Background: an optimization exercise with open tools, aiming at small area, a short achievable clock period and few clock cycles per item. Do not read the settings as production practice.
No functional check of the RTL was part of this run.
Power figures rest on the tool's default switching activity, not on a simulated workload.

==> design/flow/design.v <==
module keccak_round (
    input  wire [1599:0] s_in,
    input  wire [4:0]    round,
    output wire [1599:0] s_out
);
    function automatic integer rot_of(input integer i);
        case (i)
            0: rot_of = 0;   1: rot_of = 1;   2: rot_of = 62;  3: rot_of = 28;  4: rot_of = 27;
            5: rot_of = 36;  6: rot_of = 44;  7: rot_of = 6;   8: rot_of = 55;  9: rot_of = 20;
            10: rot_of = 3;  11: rot_of = 10; 12: rot_of = 43; 13: rot_of = 25; 14: rot_of = 39;
            15: rot_of = 41; 16: rot_of = 45; 17: rot_of = 15; 18: rot_of = 21; 19: rot_of = 8;
            20: rot_of = 18; 21: rot_of = 2;  22: rot_of = 61; 23: rot_of = 56; 24: rot_of = 14;
            default: rot_of = 0;
        endcase
    endfunction
    reg [63:0] rc;
    always @(*) begin
        case (round)
            5'd0:  rc = 64'h0000000000000001;
            5'd1:  rc = 64'h0000000000008082;
            5'd2:  rc = 64'h800000000000808A;
            5'd3:  rc = 64'h8000000080008000;
            5'd4:  rc = 64'h000000000000808B;
            5'd5:  rc = 64'h0000000080000001;
            5'd6:  rc = 64'h8000000080008081;
            5'd7:  rc = 64'h8000000000008009;
            5'd8:  rc = 64'h000000000000008A;
            5'd9:  rc = 64'h0000000000000088;
            5'd10: rc = 64'h0000000080008009;
            5'd11: rc = 64'h000000008000000A;
            5'd12: rc = 64'h000000008000808B;
            5'd13: rc = 64'h800000000000008B;
            5'd14: rc = 64'h8000000000008089;
            5'd15: rc = 64'h8000000000008003;
            5'd16: rc = 64'h8000000000008002;
            5'd17: rc = 64'h8000000000000080;
            5'd18: rc = 64'h000000000000800A;
            5'd19: rc = 64'h800000008000000A;
            5'd20: rc = 64'h8000000080008081;
            5'd21: rc = 64'h8000000000008080;
            5'd22: rc = 64'h0000000080000001;
            5'd23: rc = 64'h8000000080008008;
            default: rc = 64'h0;
        endcase
    end
    wire [63:0] a [0:24];
    wire [63:0] c [0:4];
    wire [63:0] d [0:4];
    wire [63:0] t [0:24];    
    wire [63:0] b [0:24];    
    wire [63:0] x [0:24];    
    genvar i;
    generate
        for (i = 0; i < 25; i = i + 1) begin : g_unpack
            assign a[i] = s_in[64*i +: 64];
        end
        for (i = 0; i < 5; i = i + 1) begin : g_col
            assign c[i] = a[i] ^ a[i+5] ^ a[i+10] ^ a[i+15] ^ a[i+20];
        end
        for (i = 0; i < 5; i = i + 1) begin : g_d
            assign d[i] = c[(i+4)%5] ^ {c[(i+1)%5][62:0], c[(i+1)%5][63]};
        end
        for (i = 0; i < 25; i = i + 1) begin : g_theta
            assign t[i] = a[i] ^ d[i%5];
        end
        for (i = 0; i < 25; i = i + 1) begin : g_rhopi
            if (rot_of(i) == 0) begin : g_norot
                assign b[(i/5) + 5*((2*(i%5) + 3*(i/5)) % 5)] = t[i];
            end else begin : g_rot
                assign b[(i/5) + 5*((2*(i%5) + 3*(i/5)) % 5)] =
                    {t[i][63-rot_of(i):0], t[i][63:64-rot_of(i)]};
            end
        end
        for (i = 0; i < 25; i = i + 1) begin : g_chi
            assign x[i] = b[i] ^ (~b[5*(i/5) + (i+1)%5] & b[5*(i/5) + (i+2)%5]);
        end
        for (i = 0; i < 25; i = i + 1) begin : g_pack
            if (i == 0) begin : g_iota
                assign s_out[63:0] = x[0] ^ rc;
            end else begin : g_lane
                assign s_out[64*i +: 64] = x[i];
            end
        end
    endgenerate
endmodule
module keccak_core (
    input  wire        clk,
    input  wire        rst,         
    input  wire        in_valid,
    output wire        in_ready,
    input  wire [63:0] in_data,
    output wire        out_valid,
    input  wire        out_ready,
    output wire [63:0] out_data
);
    localparam S_LOAD   = 2'd0;
    localparam S_RUN    = 2'd1;
    localparam S_UNLOAD = 2'd2;
    reg  [1:0]    fsm;
    reg  [4:0]    cnt;       
    reg  [1599:0] st;        
    wire [1599:0] st_next;
    keccak_round u_round (
        .s_in  (st),
        .round (cnt),
        .s_out (st_next)
    );
    assign in_ready  = (fsm == S_LOAD);
    assign out_valid = (fsm == S_UNLOAD);
    assign out_data  = st[63:0];
    wire in_fire  = in_valid  && in_ready;
    wire out_fire = out_valid && out_ready;
    always @(posedge clk) begin
        if (in_fire)
            st <= {in_data, st[1599:64]};
        else if (fsm == S_RUN)
            st <= st_next;
        else if (out_fire)
            st <= {64'd0, st[1599:64]};
    end
    always @(posedge clk) begin
        if (rst) begin
            fsm <= S_LOAD;
            cnt <= 5'd0;
        end else begin
            case (fsm)
                S_LOAD: if (in_fire) begin
                    if (cnt == 5'd24) begin
                        fsm <= S_RUN;
                        cnt <= 5'd0;
                    end else begin
                        cnt <= cnt + 5'd1;
                    end
                end
                S_RUN: begin
                    if (cnt == 5'd23) begin
                        fsm <= S_UNLOAD;
                        cnt <= 5'd0;
                    end else begin
                        cnt <= cnt + 5'd1;
                    end
                end
                S_UNLOAD: if (out_fire) begin
                    if (cnt == 5'd24) begin
                        fsm <= S_LOAD;
                        cnt <= 5'd0;
                    end else begin
                        cnt <= cnt + 5'd1;
                    end
                end
                default: begin
                    fsm <= S_LOAD;
                    cnt <= 5'd0;
                end
            endcase
        end
    end
endmodule
==> design/flow/run.sh <==
#!/bin/bash
# synth_recipe.tcl (not shown) runs the flow's synth.tcl, then flattens the netlist and writes it again
# the make line also repeats each setting of config.mk as NAME=value (left out here)
make -C /OpenROAD-flow-scripts/flow DESIGN_CONFIG=/design/flow/config.mk WORK_HOME=/design/flow/orfs CLKGATE_MAP_FILE= SYNTH_SCRIPT=/design/flow/synth_recipe.tcl finish
==> design/flow/config.mk <==
export PLATFORM = sky130hd
export DESIGN_NAME = keccak_core
export DESIGN_NICKNAME = keccak_core
export VERILOG_FILES = /design/flow/design.v
export SDC_FILE = /design/flow/constraint.sdc
export NUM_CORES = 4
export LEC_CHECK = 0
export CAP_MARGIN = 20
export CORE_MARGIN = 2
export CORE_UTILIZATION = 25
export SLEW_MARGIN = 20
==> design/flow/constraint.sdc <==
create_clock -name core_clock -period 5.0 [get_ports {clk}]
set_input_delay 1.0000 -clock core_clock [delete_from_list [all_inputs] [get_ports {clk}]]
set_output_delay 1.0000 -clock core_clock [all_outputs]
set_load 0.01 [all_outputs]
==> flow_summary.json <==
{
  "drc": 0,
  "cts_made_buffers": 228,
  "ff2ff_path_depth": 8,
  "grt_max_degree": 143,
  "min_path_cells": 2,
  "fin_ws_ns": 0.8859,
  "yosysWarnings": 2,
  "worstSetupEndpointType": "output pin",
  "power.leakage_nw": 58.42,
  "fin_setup_tns_ns": 0,
  "drive_above_1_share": 0.1841,
  "crit_required_ns": 4.00,
  "crit_end": "in_ready",
  "r2r-end": "st[1315]$_DFFE_PP_",
  "cts_tree": "built",
  "clock-skew-final_ns": 0.06999,
  "worstSetupStartpoint": "fsm[0]$_SDFFE_PP0P_",
  "stdcell_count": 18710,
  "outcome": "complete, no violations",
  "netlist_area_um2": 118100,
  "die-area_um2": 477900,
  "detailedPlace.worstSlack_ns": 0.6775,
  "fin_crit_ns": 4.114,
  "rows": 252,
  "grt_overflow": 0,
  "ios": 134,
  "ant_nets": 0,
  "setup_viol": 0,
  "grt_setup_unrepaired": "no",
  "hold_viol_final": 0,
  "post_cts_buffers": 0,
  "start_util": 0.2509,
  "worst_setup_path_start_kind": "flop",
  "nets": 12340,
  "dp_cells": 18250,
  "ys_ff_latch": 1614,
  "stdcell_area_um2": 146200,
  "multi_input_area_um2": 73730,
  "period_share": 0.8228,
  "reg2reg_from": "st[252]$_DFFE_PP_",
  "hold_class": "flop to flop",
  "post_dp_cell_area_um2": 138500,
  "drv_slew": 0,
  "ir_worst_vdd_uv": 394.6,
  "dp_hpwl_um": 790400,
  "drt_first_pass_iters": 6,
  "power.total_w": 0.1191,
  "critPathMaxFanout": 11,
  "clk_latency_ns": 1.01,
  "hold_buffers": 0,
  "num_vias": 95420,
  "nFillCells": 48680,
  "grt_usage": 0.3659,
  "wire_per_inst_um": 48.04,
  "ys_top_cells_by_area": "edfxtp_1 41%, xnor2_1 20%, xor2_1 8.5%",
  "power_density_nw_per_um2": 814.1,
  "portBuffers": 133,
  "seqCellArea_um2": 48330,
  "yosysTopAreaCellShare": 0.4068,
  "htreeDepth": 4,
  "grt_pass1_vias": 85680,
  "antenna_found_initial": 106,
  "synth.distinct_cells": 44,
  "clockRootBuffer": "clkbuf_16",
  "via_per_inst": 5.100,
  "worst_pin_slew_ns": 1.376,
  "cp_data_arrival_time_ns": 3.11,
  "chipWidth_um": 691.3,
  "ff2ff_setup_slack_ns": 0.93,
  "synth_cells": 11420,
  "gp_congestion": 1.153,
  "die_h_um": 691.3,
  "synthToLayoutAreaGrowth_pct": 23.82,
  "synthesis.area_per_instance_um2": 10.34,
  "grt_first_pass_wirelength_um": 1090000,
  "cap_violations": 0,
  "synth_nets": 11500,
  "slew_headroom": 0.07824,
  "core_area_um2": 470700,
  "cts.clk_slew.worst_paths_ns": 0.06,
  "ctsResizeCount": 0,
  "cts.sinks": 1614,
  "drt-total-wl_um": 898700,
  "path_class": "flop to output pin",
  "clk_path_buf_depth": 4,
  "drt_first_iter_violations": 16490,
  "ys_seq_area_frac": 0.4092,
  "max_freq_ghz": 0.2431,
  "synth.largest_area_cell": "edfxtp_1"
}
-- synthesized netlist by cell type --
| master | instances |
|---|---|
| buf_4 | 64 |
| clkbuf_1 | 353 |
| o32ai_1 | 2 |
| nor2b_1 | 316 |
| edfxtp_1 | 1600 |
| o21a_1 | 2 |
| nor2b_4 | 3 |
| nor4bb_1 | 1 |
| a211oi_1 | 2 |
| dlygate4sd1_1 | 1 |
| xnor2_1 | 2678 |
| a21oi_1 | 3 |
| nand2_1 | 2218 |
| xor2_2 | 95 |
| a211o_1 | 1 |
| a2111oi_0 | 1 |
| dfxtp_1 | 14 |
| mux2_2 | 2 |
| a31oi_1 | 1 |
| nand4bb_1 | 1 |
| nor3b_1 | 2 |
| buf_2 | 6 |
| nand2b_1 | 64 |
| ha_1 | 9 |
| xnor3_2 | 2 |
| nand3_1 | 5 |
| and2b_1 | 7 |
| a22oi_2 | 1 |
| xnor2_2 | 247 |
| o21ai_0 | 1316 |
| nand3b_1 | 1 |
| o21ai_1 | 289 |
| and2_1 | 3 |
| mux2i_1 | 5 |
| o22ai_1 | 3 |
| a41oi_1 | 2 |
| a22oi_1 | 1 |
| nand4_1 | 2 |
| inv_1 | 8 |
| nor2_1 | 619 |
| o2bb2ai_1 | 1 |
| nor3_1 | 3 |
| xnor3_1 | 318 |
| xor2_1 | 1150 |
-- kinds of logic (layout without fill, tap and decap cells) --
logic type      count (synthesis)  count (layout)  synth area share
fa+ha+maj                       9               9         0.0009535
buf+inv                       432            1460           0.01587
xor+xnor                     4490            4490            0.3920
compound gates               1625            1625           0.06930
simple gates                 3245            3245            0.1121
other cells                     0              35                 0
mux                             7               7         0.0006145
flops                        1614            1614            0.4092
-- placed cells by master (no fill, tap or decap), types with 3 or more instances in the layout --
master              n
nand2_1          2217
xnor2_1          2025
edfxtp_1         1600
o21ai_0          1316
xor2_1           1080
xnor2_2           876
buf_4             842
nor2_1            618
xnor3_1           318
nor2b_1           316
o21ai_1           289
clkbuf_16         231
xor2_2            158
clkdlybuf4s50_1   133
nand2b_1           64
clkbuf_1           55
clkinv_1           50
buf_12             47
diode_2            35
clkinv_2           34
bufinv_16          30
xnor2_4            24
dfxtp_1            14
buf_8              10
ha_1                9
inv_1               8
xor2_4              7
and2b_1             7
nand3_1             5
mux2i_1             5
clkinvlp_4          5
clkinv_16           4
buf_6               4
nor2b_4             3
nor3_1              3
o22ai_1             3
-- routing by layer --
metal | GRT usage | wire (µm) | vias up
li1 | - | - | 39520
met1 | 0.4846 | 369500 | 49270
met2 | 0.5135 | 361700 | 5590
met3 | 0.09597 | 88760 | 1022
met4 | 0.2610 | 78610 | 18
met5 | 0 | 133 | -
-- worst max-delay path: stages, from the launching register on --
cell	delay [ns]
dfxtp_1	1.05
nor2_1	0.42
clkdlybuf4s50_1	0.62
-- sequential cells by signal (all words and copies together) (netlist names) --
| signal | flops |
|---|---|
| u_round.rc | 7 |
| cnt | 5 |
| st | 1600 |
| fsm | 2 |
-- through the flow --
step / hold slack [ns] / utilization
2_1_floorplan: 0.5446 / -
3_3_place_gp: 0.5951 / 0.2932
3_5_place_dp: 0.5951 / 0.2941
4_1_cts: 0.5807 / 0.3100
5_1_grt: 0.6214 / 0.3105
6_report: 0.5869 / 0.3107
-- how the worst min path moves through the flow --
| stage | start | end | slack, ns |
|---|---|---|---|
| 2_1_floorplan | fsm[1]$_SDFFE_PP0P_ | fsm[1]$_SDFFE_PP0P_ | 0.54 |
| 3_3_place_gp | st[1423]$_DFFE_PP_ | st[1359]$_DFFE_PP_ | 0.60 |
| 3_5_place_dp | st[1430]$_DFFE_PP_ | st[1366]$_DFFE_PP_ | 0.60 |
| 4_1_cts | st[1360]$_DFFE_PP_ | st[1296]$_DFFE_PP_ | 0.58 |
| 5_1_grt | st[1360]$_DFFE_PP_ | st[1296]$_DFFE_PP_ | 0.62 |
| 6_report | st[1360]$_DFFE_PP_ | st[1296]$_DFFE_PP_ | 0.59 |
-- where the power goes --
part / switching, W / leakage (nW) / internal [W]
Clock: 0.00767 / 3.63 / 0.00999
Combinational: 0.0605 / 39.0 / 0.0235
Sequential: 0.00149 / 15.8 / 0.0159
Total: 0.0697 / 58.4 / 0.0494
-- area by class of cell --
class | instances | share of cell area
multi-input cells | 9376 | 0.5042
diodes | 35 | 0.0005989
well taps | 6223 | 0.05324
clock inverters | 129 | 0.01025
flip-flops and latches | 1614 | 0.3305
clock buffers | 286 | 0.04094
inverters | 8 | 0.0002053
repair buffers | 1037 | 0.06013

[static timing again, ports no longer ideal]
How much do the figures lean on ideal ports? The routed layout below was timed once more, with nothing changed but the port constraints.
Step 1 assumes that a clkbuf_16 drives the clock port and a buf_2 every other input.
Step 2 also shifts input and output timing later by t, the mid clock arrival at the registers, as if the neighbouring blocks saw the same clock.
Slacks: no drivers / after step 1 / after step 2; pairs: no drivers / after step 1.
t (ns): 1.076
slack for setup (ns): 0.886 / 0.785 / 0.696
worst slew at a driven data input, ns: 0.09
After both steps setup and hold are still met in this run. For this run, drivers alone change the setup slack by -0.101 ns; drivers and shift together by -0.190 ns.
